What follows belongs to an exercise in optimizing a design on an open flow for small area, a short achievable clock period and few clock cycles; a production flow would make more cautious choices.
Only simulation tests tie the RTL to the original design; equivalence was not proved.
Power figures rest on the tool's default switching activity, not on a simulated workload.

## red
// hist_norm
module hist_norm (
    input  wire        clk,
    input  wire        rst,           
    input  wire        start,         
    output reg         busy,
    output reg         done,          
    output wire [7:0]  err_code,      
    output wire [8:0]  err_info,      
    output wire [8:0]  alpha,         
    output wire [7:0]  imax_o,        
    output reg         fallback,      
    output reg         raw_rd,
    output wire [8:0]  raw_addr,
    input  wire [31:0] raw_rdata,
    output reg         f_rd,
    output wire [7:0]  f_raddr,
    input  wire [11:0] f_rdata,
    output wire        f_we,
    output wire [7:0]  f_waddr,
    output wire [11:0] f_wdata
);
    localparam [3:0] S_IDLE = 4'd0,
                     S_P1   = 4'd1,     
                     S_P1F  = 4'd2,     
                     S_P1E  = 4'd3,     
                     S_P2   = 4'd4,     
                     S_FX1  = 4'd5,     
                     S_FX2  = 4'd6,     
                     S_FX3  = 4'd7,     
                     S_FX4  = 4'd8,     
                     S_WR   = 4'd9,     
                     S_FBS  = 4'd10,    
                     S_FBE  = 4'd11,    
                     S_FBW  = 4'd12,    
                     S_DONE = 4'd13;
    localparam SEGW = 5;                
    localparam NSEG = 8;                
    reg [3:0]  state, ns;
    reg [8:0]  a;             
    reg [8:0]  p;             
    reg        rv;            
    reg        pv;            
    reg [31:0] din;           
    reg        dnz;           
    reg [4:0]  dmsb;          
    reg        dv;            
    reg        sv;            
    reg [3:0]  shq;           
    reg [3:0]  j0q;           
    reg [39:0] total;         
    reg [NSEG-1:1] tcy;       
    reg [5:0]  mt;            
    reg        nz;            
    reg [8:0]  hi1;           
    reg [7:0]  imax;          
    reg [2:0]  ec;            
    reg [41:0] w;             
    reg [11:0] q;             
    reg [3:0]  j;             
    reg        bsy;           
    reg        nzc;           
    reg        more;          
    reg        rp;            
  ...
For scale: about 250 flip-flops, ~120 I/O pins.
export LEC_CHECK = 0
export CAP_MARGIN = 20
export CORE_MARGIN = 2
export CORE_UTILIZATION = 40
export SLEW_MARGIN = 20
create_clock -name core_clock -period 10.0 [get_ports {clk}]
standard.sh (not shown) runs the stock make flow with config.mk's settings and CLKGATE_MAP_FILE= SYNTH_SCRIPT=/design/flow/synth_recipe.tcl, a recipe that flattens the netlist after the stock synthesis.
==> flow/flow/run.sh <==
#!/bin/bash
set -euo pipefail
export SETUP_SLACK_MARGIN=6.4
export BUFFER_PORTS_ARGS="-buffer_cell sky130_fd_sc_hd__buf_2"
bash standard.sh > flow_make.log 2>&1
Testbench counts of red, summed over its fixed seeds: cycles 100,952.
Relative to red, the following input files were edited for blue:
-- flow/design.v --
<<< red, line 32
                     S_FBS  = 4'd10,    
                     S_FBE  = 4'd11,    
                     S_FBW  = 4'd12,    
                     S_DONE = 4'd13;
    localparam SEGW = 5;                
    localparam NSEG = 8;                
>>> blue, line 32
                     S_FBS  = 4'd10,    
                     S_FBE  = 4'd11,    
                     S_FBD  = 4'd12,    
                     S_FBW  = 4'd13,    
                     S_DONE = 4'd14;
    localparam SEGW = 5;                
    localparam NSEG = 8;                
<<< red, line 103
        end
    end
    wire        more_n = raw_rd ? (({1'b0, a[7:0]} + 9'd1) < hi1) : more;
    wire        dv_n   = rv || (dv && !load);
    wire        bsy_n  = load || (bsy && !last);
>>> blue, line 104
        end
    end
    wire [8:0]  a_inc  = a + 9'd1;
    wire [8:0]  p_inc  = p + 9'd1;
    wire        more_n = raw_rd ? (a_inc < hi1) : more;
    wire        dv_n   = rv || (dv && !load);
    wire        bsy_n  = load || (bsy && !last);
<<< red, line 120
            if (raw_rdata[k]) rmsb = k[4:0];
    end
    wire [12:0] fixed     = {1'b0, din[11:0]} + resid;
    wire [12:0] resid_dec = resid - {1'b0, fval};
    wire [12:0] resid_inc = resid + 13'd1;
    always @* begin
        ns = state;
>>> blue, line 123
            if (raw_rdata[k]) rmsb = k[4:0];
    end
    wire        rfix  = (state == S_FX3);
    wire [12:0] radd  = rfix ? {1'b0, din[11:0]} :
                        (state == S_FBD) ? 13'd0 : ~{1'b0, fval};
    wire [13:0] rsum  = {resid, 1'b1} + {radd, !rfix};
    wire [12:0] rnew  = rsum[13:1];
    wire [11:0] fadd  = (state == S_FBD) ? 12'hFFF : {11'd0, rb};
    wire [11:0] fnew  = fval + fadd;
    always @* begin
        ns = state;
<<< red, line 142
        S_WR:  ns = S_DONE;
        S_FBS: if (pv && p[7:0] == 8'd255) ns = S_FBE;
        S_FBE: ns = S_FBW;
        S_FBW: ns = (resid == 13'd0) ? S_DONE : S_FBS;
        default: ns = S_IDLE;
>>> blue, line 149
        S_WR:  ns = S_DONE;
        S_FBS: if (pv && p[7:0] == 8'd255) ns = S_FBE;
        S_FBE: ns = S_FBD;
        S_FBD: ns = S_FBW;
        S_FBW: ns = (resid == 13'd0) ? S_DONE : S_FBS;
        default: ns = S_IDLE;
<<< red, line 167
            rp     <= (state == S_P2) && last;
            we     <= ((state == S_P1) && pv && !p[8] && !dnz && nz) ||
                      rp || ((state == S_FX4) && fxok) || (state == S_FBE);
            case (state)
            S_P1, S_P1F, S_FBS: pv <= rv;
>>> blue, line 175
            rp     <= (state == S_P2) && last;
            we     <= ((state == S_P1) && pv && !p[8] && !dnz && nz) ||
                      rp || ((state == S_FX4) && fxok) || (state == S_FBD);
            case (state)
            S_P1, S_P1F, S_FBS: pv <= rv;
<<< red, line 182
        shq <= sh;
        j0q <= dnz ? (4'd12 - sh) : 4'd1;
        if (raw_rd || f_rd)
            a <= a + 9'd1;
        case (state)
        S_IDLE, S_DONE: begin
>>> blue, line 190
        shq <= sh;
        j0q <= dnz ? (4'd12 - sh) : 4'd1;
        j   <= j_n;
        q   <= load ? 12'd0 : {q[10:0], qbit};
        if (raw_rd || f_rd)
            a <= a_inc;
        case (state)
        S_IDLE, S_DONE: begin
<<< red, line 199
                ec <= 3'd0;
            end else begin
                p <= p + 9'd1;
                if (p[8]) begin
                    if (dnz)
>>> blue, line 209
                ec <= 3'd0;
            end else begin
                p <= p_inc;
                if (p[8]) begin
                    if (dnz)
<<< red, line 215
                    if (dnz) begin
                        nz  <= 1'b1;
                        hi1 <= {1'b0, p[7:0]} + 9'd1;
                    end
                    if (gt) begin
>>> blue, line 225
                    if (dnz) begin
                        nz  <= 1'b1;
                        hi1 <= p_inc;
                    end
                    if (gt) begin
<<< red, line 227
        end
        S_P1F: begin
            p     <= p + 9'd1;
            total <= tsum;
            tcy   <= tco[NSEG-1:1];
>>> blue, line 237
        end
        S_P1F: begin
            p     <= p_inc;
            total <= tsum;
            tcy   <= tco[NSEG-1:1];
<<< red, line 247
            sv   <= dv_n && !rv;
            bsy  <= bsy_n;
            j    <= j_n;
            if (we)
                resid <= resid_dec;
            if (bsy) begin
                w <= wnext;
                q <= {q[10:0], qbit};
            end
            if (last) begin
                fval  <= q;
>>> blue, line 257
            sv   <= dv_n && !rv;
            bsy  <= bsy_n;
            if (we)
                resid <= rnew;
            if (bsy)
                w <= wnext;
            if (last) begin
                fval  <= q;
<<< red, line 260
            end
            if (rp)
                fval <= fval + {11'd0, rb};
            if (load) begin
                w   <= wload;
                q   <= 12'd0;
                nzc <= dnz;
                p   <= p + 9'd1;
            end
            if (ns == S_FX1)
>>> blue, line 267
            end
            if (rp)
                fval <= fnew;
            if (load) begin
                w   <= wload;
                nzc <= dnz;
                p   <= p_inc;
            end
            if (ns == S_FX1)
<<< red, line 271
        end
        S_FX3: begin
            fval  <= fixed[11:0];
            waddr <= imax;
            fxok  <= !fixed[12] && (fixed != 13'd0);
        end
        S_FX4: begin
>>> blue, line 277
        end
        S_FX3: begin
            fval  <= rnew[11:0];
            waddr <= imax;
            fxok  <= !rnew[12] && (rnew != 13'd0);
        end
        S_FX4: begin
<<< red, line 283
        S_FBS: begin
            if (pv) begin
                p <= p + 9'd1;
                if (gt) begin
                    w     <= {10'd0, din};
>>> blue, line 289
        S_FBS: begin
            if (pv) begin
                p <= p_inc;
                if (gt) begin
                    w     <= {10'd0, din};
<<< red, line 290
            end
        end
        S_FBE: begin
            fval  <= w[11:0] - 12'd1;
            resid <= resid_inc;
        end
        S_FBW: begin
>>> blue, line 296
            end
        end
        S_FBE: fval <= w[11:0];
        S_FBD: begin
            fval  <= fnew;
            resid <= rnew;
        end
        S_FBW: begin
Results
Global-route wire length before repair delta (blue − red): favourable. | sequential cell area share | blue vs red | 0.47 points lower |. In the reports for red and blue, the larger critical path depth belongs to blue. Count of non-filler cells in the finished layout ended up 23 lower on blue than on red. Comparing blue with red, the routed length on met1 came out essentially unchanged. The xor and xnor fraction of the mapped netlist area in blue sits 1.1 points below the value recorded for red. blue consumes more power than red does. Summary of blue over red: wire length after detailed routing now smaller, number of instances in the synthesized netlist now smaller, setup-violating endpoint count in the final report comparable, share of the cycle needed by the critical path after routing comparable. The final reports for blue and red show wire length on met2 lower in the former.
Testbench counts of blue, summed over its fixed seeds: cycles 100,952.

-- separate check: timing with driven ports --
The results above use ideal ports. As a check the final layouts listed here were re-extracted and re-timed, cells and wires unchanged. Step 1, drivers: a clkbuf_16 drives clk and a buf_2 each remaining input, both assumed. Step 2 also shifts input and output timing later by t, the mid clock arrival at the registers, as if the neighbouring blocks saw the same clock. a / b / c = ideal ports / drivers / drivers and shift; a / b = the first two.
run | t, ns | slack for setup (ns) | worst setup path at the end | latest minus earliest clock arrival (ns)
red | 0.649 | 6.492 / 6.436 / 6.138 | input to register | 0.019 / 0.018
blue | 0.627 | 6.500 / 6.495 / 6.222 | input to register | 0.010 / 0.009
After both steps setup and hold are still met in every run listed. For red, which loses most, drivers alone change the setup slack by -0.056 ns; drivers and shift together by -0.354 ns.
